Context: an optimization exercise on an open-source flow, tuned for small area, a short achievable clock period and few clock cycles. The choices shown serve that exercise and are no tape-out recipe.
In this exercise RTL edits were held to simulation tests only and were not proved equivalent to the original.
Power is estimated from default activity; no workload was simulated.

==> flow/design.v (excerpt) <==
module lep_crc16 (
    input  wire        clk,
    input  wire        rst,
    input  wire        host_req,
    input  wire        host_we,
    input  wire [11:0] host_addr,
    input  wire [31:0] host_wdata,
    output wire [31:0] host_rdata,
    output wire        host_ready,
    output wire        mem_re,
    output wire        mem_we,
    output wire [9:0]  mem_addr,
    output reg  [3:0]  mem_be,
    output wire [31:0] mem_wdata,
    input  wire [31:0] mem_rdata
);
Size: roughly 2800 cells after synthesis, about 330 flip-flops, about 160 I/O pins.
Settings: LEC_CHECK=0, CAP_MARGIN=5, CORE_MARGIN=2, CORE_UTILIZATION=55, CTS_BUF_LIST=sky130_fd_sc_hd__clkbuf_4 sky130_fd_sc_hd__clkbuf_8, PLACE_DENSITY=0.7, SETUP_SLACK_MARGIN=3.4, SLEW_MARGIN=5; clock period 8.0 ns.
run.sh (not shown) runs the stock make flow with config.mk's settings and CLKGATE_MAP_FILE= SYNTH_SCRIPT=/design/flow/synth_recipe.tcl, a recipe that flattens the netlist after the stock synthesis.
Testbench counts at the start, summed over its fixed seeds: cycles 71,064.
Then changed:
Settings changed: ABC_CLOCK_PERIOD_IN_PS from default to 4500, CAP_MARGIN 5 to 20, CORE_UTILIZATION 55 to 40, CTS_BUF_LIST sky130_fd_sc_hd__clkbuf_4 sky130_fd_sc_hd__clkbuf_8 to default, PLACE_DENSITY 0.7 to 0.6, SLEW_MARGIN 5 to 20.
After rerunning: First-iteration DRC count is lower by 22%; die area is higher by 37%; setup slack improves by 110 ps; clock-buffer cell count is lower by 14; sequential power is about the same; area after synthesis stays the same; core utilization is lower by 17 points; clock power is higher by 17%.
Then changed:
Settings changed: ABC_CLOCK_PERIOD_IN_PS 4500 to default.
Outcome: The changed run ran to the end with no violations; setup slack does not change; non-clock buffer count is unchanged; final cell count is unchanged; core utilization stays the same; fmax does not change; critical path depth stays the same; worst hold slack does not change; sequential power is about the same; clock power barely changes.
Then changed:
Settings changed: CORE_UTILIZATION 40 to 55, CTS_BUF_LIST from default to sky130_fd_sc_hd__clkbuf_4 sky130_fd_sc_hd__clkbuf_8, PLACE_DENSITY 0.6 to 0.7, SETUP_SLACK_MARGIN 3.4 to 3.6.
Wire length fell by 1.6%.
Maximum frequency is about the same.
Count of clock-buffer cells in the layout is higher by 33.
Power barely changes.
Non-clock buffer count climbs by 34.
Hold slack hardly moves.
Core utilization grows by 20 points.
Global-route usage grows by 10 points.
Register-to-register slack gets better by 300 ps.
Final area rose by 2.1%.
Setup slack gets worse by 10 ps.

========
run A:
lep_crc16 again, from the RTL that the note above started with.
Settings: LEC_CHECK=0, CAP_MARGIN=20, CORE_MARGIN=2, CORE_UTILIZATION=65, CTS_BUF_LIST=sky130_fd_sc_hd__clkbuf_4 sky130_fd_sc_hd__clkbuf_8, PLACE_DENSITY=0.8, SETUP_SLACK_MARGIN=3.4, SLEW_MARGIN=20; clock period 8.0 ns.
Testbench counts of run A, summed over its fixed seeds: cycles 71,064.
Relative to run A, the following input files were edited for run B:
Settings: SETUP_SLACK_MARGIN changed from 3.4 to 3.0; PLACE_DENSITY changed from 0.8 to 0.6; CORE_UTILIZATION changed from 65 to 40; CTS_BUF_LIST removed (was sky130_fd_sc_hd__clkbuf_4 sky130_fd_sc_hd__clkbuf_8).
- Relative to run A, placer's final routability congestion estimate decreased by about 8% in run B.
- Across both runs, die area was higher for run B than for run A.
- From run A to run B the numbers moved as follows: worst slack after detailed placement higher; fraction of met2 tracks used by global routing decreased by 30 points relative to the old numbers; multi-input combinational cell area shows a reduction of about 4.7%.
- Looking at overall fraction of global-route tracks in use, run B sits 18 points below run A.
- Run A has a higher final setup slack of the worst path than run B.
- Density: run B sparser than run A
- The fmax in run A is 1.09 times that in run B.
- Summary of run B over run A: total power went up, clock buffer count from CTS decreased 24%.
### run B -> run C
Settings: swapping 40 for 55 in CORE_UTILIZATION; swapping 3.0 for 3.3 in SETUP_SLACK_MARGIN; swapping 0.6 for 0.7 in PLACE_DENSITY; putting CTS_BUF_LIST at sky130_fd_sc_hd__clkbuf_4 sky130_fd_sc_hd__clkbuf_8 where nothing was set.
Diff run B -> run C | minimum clock period after layout | decrease of 0.26 ns
Post-route core utilization (higher): run C
Run C vs run B: number of clock buffers in the layout up in run C
In the metrics for run B and run C, the one carrying the higher number of instances in the placed design is run B.
Run C vs. run B: worst setup slack went up by 0.26 ns.
On storage element area, run B and run C are basically level.
--- input diff run C..run D ---
Settings: SETUP_SLACK_MARGIN now 3.4, was 3.3.
==> comparison <==
Of run C and run D, run C shows the higher fraction of the cycle the final worst path needs, with run D below it.
Worst-case headroom to the max-slew limit improves in run D relative to run C.
Diff run C -> run D | final total power | decrease of about 1%
Compared to run C, run D reaches a higher achievable clock.
Run D vs run C, power share of the clock group went down by 2.1 points.
In the reports for run C and run D, the smaller global-route wire length before repair belongs to run D.
Clock distribution power was lower in run D than in run C.
Diff run C -> run D: share of total power in sequential cells now sits higher, number of placed instances with taps included now sits at about the same level.
Run C reports its cell with the largest stage delay on the worst path as o21ai_0 while run D reports a222oi_1.
Run D reports its kind of critical path as input port to primary output while run C reports register to primary output.

========
Another version of the RTL of lep_crc16 (not shown whole).
Size in the first run: ~2800 cells after synthesis, ~330 flip-flops.
Settings: LEC_CHECK=0, CAP_MARGIN=20, CORE_MARGIN=2, CORE_UTILIZATION=55, CTS_BUF_LIST=sky130_fd_sc_hd__clkbuf_4 sky130_fd_sc_hd__clkbuf_8, PLACE_DENSITY=0.65, SETUP_SLACK_MARGIN=3.4, SLEW_MARGIN=20; clock period 8.0 ns.
Testbench counts at the start, summed over its fixed seeds: cycles 71,064.
==> next run, changes <==
- PLACE_DENSITY: 0.65 -> 0.7
Outcome: Worst hold slack stays flat; wire length rises by 0.44%; total power fell by 0.65%; non-clock buffer count shrinks by 12; design area came out lower by 0.74%.

## afterwards: timing with drivers on the ports
How much do the figures lean on ideal ports? The routed layouts below were timed once more, with nothing changed but the port constraints.
Step 1 (the two cells are an assumption about what drives the block):
set clk [get_ports {clk}]
set_driving_cell -lib_cell sky130_fd_sc_hd__clkbuf_16 $clk
set_driving_cell -lib_cell sky130_fd_sc_hd__buf_2 [delete_from_list [all_inputs] $clk]
Step 2, shift: input delay + t, output delay - t, t = (earliest + latest rising clock arrival at the registers) / 2. This alone moves slack from input paths to output paths.
Slacks: no drivers / after step 1 / after step 2; pairs: no drivers / after step 1.
| run | t, ns | setup WS [ns] | worst setup path at the end | latest minus earliest clock arrival (ns) |
|---|---|---|---|---|
| the first run of note 1 | 0.700 | 3.259 / 3.197 / 2.985 | input to register | 0.024 / 0.025 |
| the second run of note 1 | 0.637 | 3.364 / 3.256 / 3.006 | input to register | 0.026 / 0.025 |
| the third run of note 1 | 0.637 | 3.364 / 3.256 / 3.006 | input to register | 0.026 / 0.025 |
| the fourth run of note 1 | 0.732 | 3.354 / 3.323 / 3.117 | input to register | 0.056 / 0.056 |
| run A | 0.712 | 3.381 / 3.328 / 2.724 | input to register | 0.037 / 0.037 |
| run B | 0.643 | 2.988 / 2.968 / 2.661 | input to register | 0.025 / 0.025 |
| run C | 0.738 | 3.248 / 3.191 / 2.870 | input to register | 0.081 / 0.081 |
| run D | 0.717 | 3.328 / 3.268 / 2.865 | input to register | 0.015 / 0.016 |
| the first run of note 3 | 0.697 | 3.232 / 3.201 / 3.000 | input to register | 0.043 / 0.043 |
| the second run of note 3 | 0.689 | 3.137 / 3.107 / 3.049 | input to register | 0.063 / 0.063 |
After both steps setup and hold are still met in every run listed. The setup slack of run A, which loses most, moves by -0.053 ns with the drivers and by -0.657 ns with both steps.
